Background: an optimization exercise with open tools, aiming at small area, a short achievable clock period and few clock cycles per item. Do not read the settings as production practice.
Only simulation tests tie the RTL to the original design; equivalence was not proved.
Power and IR drop assume default switching activity.

==> flow/design.v <==
module depkt_core (
    input  wire        clk,
    input  wire        rst,
    input  wire        cfg_strict_f,
    input  wire        cfg_zero_byte,
    input  wire        in_valid,
    output wire        in_ready,
    input  wire [31:0] in_data,
    input  wire [2:0]  in_cnt,
    input  wire        in_last,
    output wire        out_valid,
    input  wire        out_ready,
    output reg  [31:0] out_data,
    output reg  [2:0]  out_cnt,
    output wire        res_valid,
    output wire [2:0]  res_cause,
    output wire [4:0]  res_flags
);
    localparam [2:0] C_OK         = 3'd0;
    localparam [2:0] C_SHORT      = 3'd1;
    localparam [2:0] C_FBIT       = 3'd2;
    localparam [2:0] C_TRUNC_DON  = 3'd3;
    localparam [2:0] C_TRUNC_SIZE = 3'd4;
    localparam [2:0] C_TRUNC_EXTRA= 3'd5;
    localparam [2:0] C_ZERO_SIZE  = 3'd6;
    localparam [2:0] C_TRUNC_UNIT = 3'd7;
    localparam [2:0] S_IDLE  = 3'd0;    
    localparam [2:0] S_COPY  = 3'd1;    
    localparam [2:0] S_DRAIN = 3'd2;    
    localparam [2:0] S_SZ    = 3'd3;    
    localparam [2:0] S_HDR   = 3'd4;    
    localparam [2:0] S_UNIT  = 3'd5;    
    localparam [2:0] S_RES   = 3'd6;    
    localparam [2:0] S_SKIP  = 3'd7;    
    reg  [2:0]  st;
    reg  [1:0]  p;           
    reg  [3:0]  e;           
    reg  [1:0]  ph;          
    reg  [1:0]  at;          
    reg  [15:0] remain;      
    reg  [2:0]  err;         
    reg  [4:0]  flags;
    reg         ufbit;       
    function [4:0] classify(input [4:0] t);
        case (t)
            5'd1: classify = 5'b01000;    
            5'd5: classify = 5'b10000;    
            5'd6: classify = 5'b00100;    
            5'd7: classify = 5'b00001;    
            5'd8: classify = 5'b00010;    
            default: classify = 5'b00000;
        endcase
    endfunction
    function [3:0] runl(input [1:0] a);
        runl = (a == 2'd2) ? 4'd5 : (a == 2'd3) ? 4'd6 : 4'd2;
    endfunction
    wire [7:0] b0 = in_data[7:0];
    wire [7:0] b1 = in_data[15:8];
    wire [4:0] t0 = b0[4:0];
    wire is_single = (t0 != 5'd0) && (t0[4:3] != 2'b11);
    wire is_ag     = (t0[4:2] == 3'b110);
    wire is_fu     = (t0[4:1] == 4'b1110);
    wire is_fub    = t0[0];
    wire fu_start  = b1[7];
    wire [2:0] idle_err = (in_last && !in_cnt[2] && !(in_cnt[1] && in_cnt[0])) ? C_SHORT :
                          (cfg_strict_f && b0[7])                            ? C_FBIT :
                          (is_fu && is_fub && in_last && in_cnt == 3'd3)     ? C_TRUNC_DON : C_OK;
    wire [1:0]  sh = p;
    reg  [31:0] shifted;
    always @(*) begin
        case (sh)
            2'd0: shifted = in_data;
            2'd1: shifted = {8'hxx, in_data[31:8]};
            2'd2: shifted = {16'hxxxx, in_data[31:16]};
            default: shifted = {24'hxxxxxx, in_data[31:24]};
        endcase
    end
    wire [7:0] hsel = shifted[7:0];    
    reg  [3:0] zbl;
    integer i;
    always @(*)
        for (i = 0; i < 4; i = i + 1)
            zbl[i] = (in_data[8*i +: 5] == 5'd6) || (in_data[8*i +: 5] == 5'd7) ||
                     (in_data[8*i +: 5] == 5'd8);
    wire       zb4  = cfg_zero_byte && zbl[p];
    wire [3:0] cnt4    = {1'b0, in_cnt};
    wire [3:0] cnt1h   = {in_cnt[2], !in_cnt[2] && in_cnt[1] && in_cnt[0],
                          !in_cnt[2] && in_cnt[1] && !in_cnt[0], !in_cnt[2] && !in_cnt[1]};
    wire       e_hi    = e[3] || e[2];
    wire       seg_all = e_hi || (cnt1h[2] && e[1] && e[0]) || (cnt1h[1] && e[1]) ||
                         (cnt1h[0] && (e[1] || e[0]));
    wire       seg_end = (e == 4'd0) || (cnt1h[3] && (!e[3] && !(e[2] && (e[1] || e[0])))) ||
                         (cnt1h[2] && !e_hi) || (cnt1h[1] && !e_hi && !(e[1] && e[0])) ||
                         (cnt1h[0] && !e_hi && !e[1]);
    reg  [2:0] avail;
    always @(*) begin
        case ({in_cnt, p})
            5'b100_00: avail = 3'd4;
            5'b100_01, 5'b011_00: avail = 3'd3;
            5'b100_10, 5'b011_01, 5'b010_00: avail = 3'd2;
            default: avail = 3'd1;
        endcase
    end
    wire [2:0] seg_n   = (e[3:2] == 2'b00 || e == 4'd4) ? e[2:0] - {1'b0, p} : avail;
    wire [15:0] size_next = {(ph == 2'd0) ? shifted[7:0] : remain[15:8],
                             (ph == 2'd0) ? ((p != 2'd3) ? shifted[15:8] : remain[7:0]) :
                             (ph == 2'd1) ? shifted[7:0] : remain[7:0]};
    wire        rem_zero  = (remain == 16'd0);
    wire [15:0] remain_dec = remain + {14'h3fff, p};      
    reg        emit;         
    reg        prefix;       
    reg        fuhdr;        
    reg        bdone;        
    reg  [2:0] ncopy;        
    always @(*) begin
        emit   = 1'b0;
        prefix = 1'b0;
        fuhdr  = 1'b0;
        bdone  = 1'b0;
        ncopy  = avail;
        case (st)
            S_IDLE: begin
                emit   = is_single || (is_fu && fu_start);
                prefix = is_single;
                fuhdr  = is_fu && fu_start;
            end
            S_COPY: begin
                emit  = 1'b1;
                bdone = 1'b1;
            end
            S_DRAIN, S_SKIP: bdone = 1'b1;
            S_SZ:    bdone = seg_all;
            S_HDR: begin
                emit   = !rem_zero;
                prefix = 1'b1;
            end
            S_UNIT: begin
                emit   = 1'b1;
                ncopy  = seg_n;
                bdone  = seg_all;
            end
            default: ;
        endcase
    end
    wire active = in_valid && (st != S_RES);
    wire wants  = (st == S_IDLE) || (st == S_COPY) || (st == S_HDR) || (st == S_UNIT);
    wire fire   = active && (!wants || out_ready);
    wire ending = fire && bdone && in_last;
    assign out_valid = in_valid && (((st == S_IDLE) && (is_single || (is_fu && fu_start))) ||
                                    (st == S_COPY) || (st == S_UNIT) ||
                                    ((st == S_HDR) && !rem_zero));
    assign in_ready  = in_valid && (((st == S_COPY) && out_ready) || (st == S_DRAIN) || (st == S_SKIP) ||
                                    ((st == S_SZ) && seg_all) ||
                                    ((st == S_UNIT) && seg_all && out_ready));
    assign res_valid = (st == S_RES) || (st == S_COPY && in_valid && in_last && out_ready);
    assign res_cause = (st != S_RES) ? C_OK :
                       (err == C_TRUNC_UNIT && rem_zero) ? C_ZERO_SIZE : err;
    assign res_flags = (st == S_RES && err != C_OK) ? 5'd0 : flags;
    wire       sel_pre = (st == S_IDLE) || (st == S_HDR);
    wire       sel_e   = (st == S_UNIT) && (e[3:2] == 2'b00 || e == 4'd4);
    wire [2:0] emp     = e[2:0] - {1'b0, p};
    wire       big     = zb4 || ((st == S_IDLE) && t0[4] && t0[3]);
    wire [7:0] lane3   = (st == S_IDLE) ? ((t0[4] && t0[3]) ? {b0[7:5], b1[4:0]} : 8'h01) :
                         (st == S_HDR)  ? 8'h01 : in_data[31:24];
    always @(*) begin
        out_data[31:24] = lane3;
        out_data[23:16] = sel_pre ? {7'd0, !zb4} : shifted[23:16];
        out_data[15:0]  = sel_pre ? 16'd0 : shifted[15:0];
        out_cnt         = sel_pre ? {big, !big, !big} : sel_e ? emp : avail;
    end
    reg [2:0] end_cause;
    always @(*) begin
        case (st)
            S_IDLE: end_cause = idle_err;
            S_SZ:   end_cause = (in_cnt == {1'b0, p}) ? C_OK :      
                                seg_end ? C_TRUNC_UNIT :
                                (ph == 2'd0 && avail == 3'd1) ? C_TRUNC_SIZE :
                                C_TRUNC_EXTRA;
            S_UNIT: end_cause = !seg_end ? C_TRUNC_UNIT : ufbit ? C_FBIT : C_OK;
            default: end_cause = err;
        endcase
    end
    wire [4:0] cls = classify((st == S_IDLE && is_fu) ? b1[4:0] : hsel[4:0]);
    wire       do_cls = (st == S_IDLE) ? (is_single || (is_fu && fu_start)) : (st == S_HDR);
    always @(posedge clk) begin
        if (rst) begin
            st <= S_IDLE;
            p  <= 2'd0;
        end else if (st == S_RES) begin
            st <= S_IDLE;
        end else if (fire) begin
            if (do_cls || st == S_IDLE)
                flags <= ((st == S_IDLE) ? 5'd0 : flags) | (do_cls ? cls : 5'd0);
            case (st)
                S_IDLE: begin
                    err <= idle_err;
                    ph  <= 2'd0;
                    at  <= t0[1:0];
                    if (is_single)
                        st <= S_COPY;
                    else if (is_fu) begin
                        if (is_fub)
                            st <= S_SKIP;
                        else begin
                            st <= S_COPY;
                            p  <= 2'd2;
                        end
                    end else if (is_ag) begin
                        st <= S_SZ;
                        if (t0[1:0] == 2'd0) begin
                            p <= 2'd1;
                            e <= 4'd3;
                        end else begin
                            p <= 2'd3;
                            e <= 4'd3 + runl(t0[1:0]);
                        end
                    end else
                        st <= S_DRAIN;
                    if (idle_err != C_OK)
                        st <= S_DRAIN;
                end
                S_SKIP:
                    st <= S_COPY;
                S_SZ: begin
                    remain <= size_next;
                    if (seg_end) begin
                        st <= S_HDR;
                        p  <= e[1:0];
                    end else begin
                        e  <= e - 4'd4;
                        ph <= (ph == 2'd0 && p == 2'd3) ? 2'd1 : 2'd2;
                    end
                end
                S_HDR: begin
                    ufbit <= cfg_strict_f && hsel[7];
                    e     <= (remain[15:3] != 13'd0) ? 4'hf : {2'b00, p} + {1'b0, remain[2:0]};
                    if (rem_zero) begin
                        err <= C_ZERO_SIZE;
                        st  <= S_DRAIN;
                    end else
                        st <= S_UNIT;
                end
                S_UNIT: begin
                    if (seg_end) begin
                        ph <= 2'd0;
                        p  <= e[1:0];
                        e  <= (seg_all ? 4'd0 : {2'b00, e[1:0]}) + runl(at);
                        if (ufbit) begin
                            err <= C_FBIT;
                            st  <= S_DRAIN;
                        end else
                            st <= S_SZ;
                    end else begin
                        if (!in_last)
                            remain <= remain_dec;
                        e <= (remain_dec[15:3] != 13'd0) ? 4'hf : {1'b0, remain_dec[2:0]};
                    end
                end
                default: ;
            endcase
            if (bdone)
                p <= 2'd0;
            if (ending && st != S_COPY) begin
                st  <= S_RES;
                err <= end_cause;
            end else if (ending)
                st <= S_IDLE;
        end
    end
endmodule
module rtp_h264_depkt32 (
    input  wire        clk,
    input  wire        rst,
    input  wire        cfg_strict_f,
    input  wire        cfg_zero_byte,
    input  wire        in_valid,
    output wire        in_ready,
    input  wire [31:0] in_data,
    input  wire [2:0]  in_cnt,
    input  wire        in_last,
    output wire        out_valid,
    input  wire        out_ready,
    output wire [31:0] out_data,
    output wire [2:0]  out_cnt,
    output wire        res_valid,
    output wire [2:0]  res_cause,
    output wire [4:0]  res_flags
);
    depkt_core core (
        .clk(clk), .rst(rst),
        .cfg_strict_f(cfg_strict_f), .cfg_zero_byte(cfg_zero_byte),
        .in_valid(in_valid), .in_ready(in_ready), .in_data(in_data), .in_cnt(in_cnt),
        .in_last(in_last),
        .out_valid(out_valid), .out_ready(out_ready), .out_data(out_data), .out_cnt(out_cnt),
        .res_valid(res_valid), .res_cause(res_cause), .res_flags(res_flags)
    );
endmodule
==> flow/config.mk <==
export PLATFORM = sky130hd
export DESIGN_NAME = rtp_h264_depkt32
export DESIGN_NICKNAME = rtp_h264_depkt32
export VERILOG_FILES = /design/flow/design.v
export SDC_FILE = /design/flow/constraint.sdc
export NUM_CORES = 4
export LEC_CHECK = 0
export ABC_AREA = 1
export CAP_MARGIN = 20
export CORE_MARGIN = 2
export CORE_UTILIZATION = 40
export SETUP_SLACK_MARGIN = 2
export SLEW_MARGIN = 20
==> flow/constraint.sdc <==
create_clock -name core_clock -period 7.0 [get_ports {clk}]
set_input_delay 1.4000 -clock core_clock [delete_from_list [all_inputs] [get_ports {clk}]]
set_output_delay 1.4000 -clock core_clock [all_outputs]
set_load 0.01 [all_outputs]
standard.sh (not shown) runs the stock make flow with config.mk's settings and CLKGATE_MAP_FILE= SYNTH_SCRIPT=/design/flow/synth_recipe.tcl, a recipe that flattens the netlist after the stock synthesis.
==> flow/flow/run.sh <==
#!/bin/bash
# The standard layout (standard.sh) with two changes:
#  - ABC maps for area (map -a) in synthesis: ORFS's scripts are copied and
#    their abc_area.script replaced with flow/abc_area.script (ABC_AREA is
#    set in config.mk); synthesis is otherwise the standard flow's own, so the registers
#    and their names are the standard synthesis's;
#  - the port buffers are buf_2 cells instead of the default delay buffers.
# The make output goes to standard.log; each step's log is under orfs/logs.
set -euo pipefail
rm -rf scripts_abc
cp -r "$FLOW_HOME/scripts" scripts_abc
cp flow/abc_area.script scripts_abc/abc_area.script
export SCRIPTS_DIR="$PWD/scripts_abc"
export BUFFER_PORTS_ARGS="-buffer_cell sky130_fd_sc_hd__buf_2"
bash standard.sh > standard.log 2>&1
==> flow/flow/abc_area.script <==
strash
dch
map -a
topo
stime -c
buffer -c
upsize -c
dnsize -c
Testbench counts at the start, summed over its fixed seeds: cycles 48,649, in bytes 177,094.
Change:
--- a/flow/design.v
+++ b/flow/design.v
@@ -153,23 +153,28 @@
                                     ((st == S_SZ) && seg_all) ||
                                     ((st == S_UNIT) && seg_all && out_ready));
     assign res_valid = (st == S_RES) || (st == S_COPY && in_valid && in_last && out_ready);
     assign res_cause = (st != S_RES) ? C_OK :
                        (err == C_TRUNC_UNIT && rem_zero) ? C_ZERO_SIZE : err;
     assign res_flags = (st == S_RES && err != C_OK) ? 5'd0 : flags;
-    wire       sel_pre = (st == S_IDLE) || (st == S_HDR);
-    wire       sel_e   = (st == S_UNIT) && (e[3:2] == 2'b00 || e == 4'd4);
-    wire [2:0] emp     = e[2:0] - {1'b0, p};
-    wire       big     = zb4 || ((st == S_IDLE) && t0[4] && t0[3]);
-    wire [7:0] lane3   = (st == S_IDLE) ? ((t0[4] && t0[3]) ? {b0[7:5], b1[4:0]} : 8'h01) :
-                         (st == S_HDR)  ? 8'h01 : in_data[31:24];
-    always @(*) begin
-        out_data[31:24] = lane3;
-        out_data[23:16] = sel_pre ? {7'd0, !zb4} : shifted[23:16];
-        out_data[15:0]  = sel_pre ? 16'd0 : shifted[15:0];
-        out_cnt         = sel_pre ? {big, !big, !big} : sel_e ? emp : avail;
+    wire [7:0] fu_h = {b0[7:5], b1[4:0]};
+    always @(*) begin
+        case (st)
+            S_IDLE: begin
+                out_data = {(t0[4] && t0[3]) ? fu_h : 8'h01, zb4 ? 8'h00 : 8'h01, 16'h0000};
+                out_cnt  = ((t0[4] && t0[3]) || zb4) ? 3'd4 : 3'd3;
+            end
+            S_HDR: begin
+                out_data = {8'h01, zb4 ? 8'h00 : 8'h01, 16'h0000};
+                out_cnt  = zb4 ? 3'd4 : 3'd3;
+            end
+            default: begin
+                out_data = shifted;
+                out_cnt  = ncopy;
+            end
+        endcase
     end
     reg [2:0] end_cause;
     always @(*) begin
         case (st)
             S_IDLE: end_cause = idle_err;
             S_SZ:   end_cause = (in_cnt == {1'b0, p}) ? C_OK :      
=> The changed run ran to the end with no violations. Clock power came out higher by 23%. Wire length rises by 5.1%. Global-route usage goes up by 0.51 points. Synthesized area barely changes. Design area rises by 1.0%.
Testbench counts after the change, summed over its fixed seeds: cycles 48,649, in bytes 177,094.

==> port drivers added, routing unchanged <==
Ports are ideal in the flow. The routed layouts listed here were re-timed in OpenROAD.
Step 1 assumes that a clkbuf_16 drives the clock port and a buf_2 every other input.
Step 2 times the ports against the registers' clock, not the clock port: input delays grow and output delays shrink by t, the midpoint of the rising clock arrivals with the driver on.
Three values: no drivers, after step 1, after step 2; two values: the first two.
run | t (ns) | setup slack, ns | worst hold slack (ns)
the first run | 0.329 | 2.700 / 2.662 / 2.738 | 0.582 / 0.582 / 0.582
the second run | 0.321 | 2.481 / 2.459 / 2.459 | 0.604 / 0.604 / 0.604
After both steps setup and hold are still met in every run listed. For the second run, which loses most, drivers alone change the setup slack by -0.022 ns; drivers and shift together by -0.022 ns.
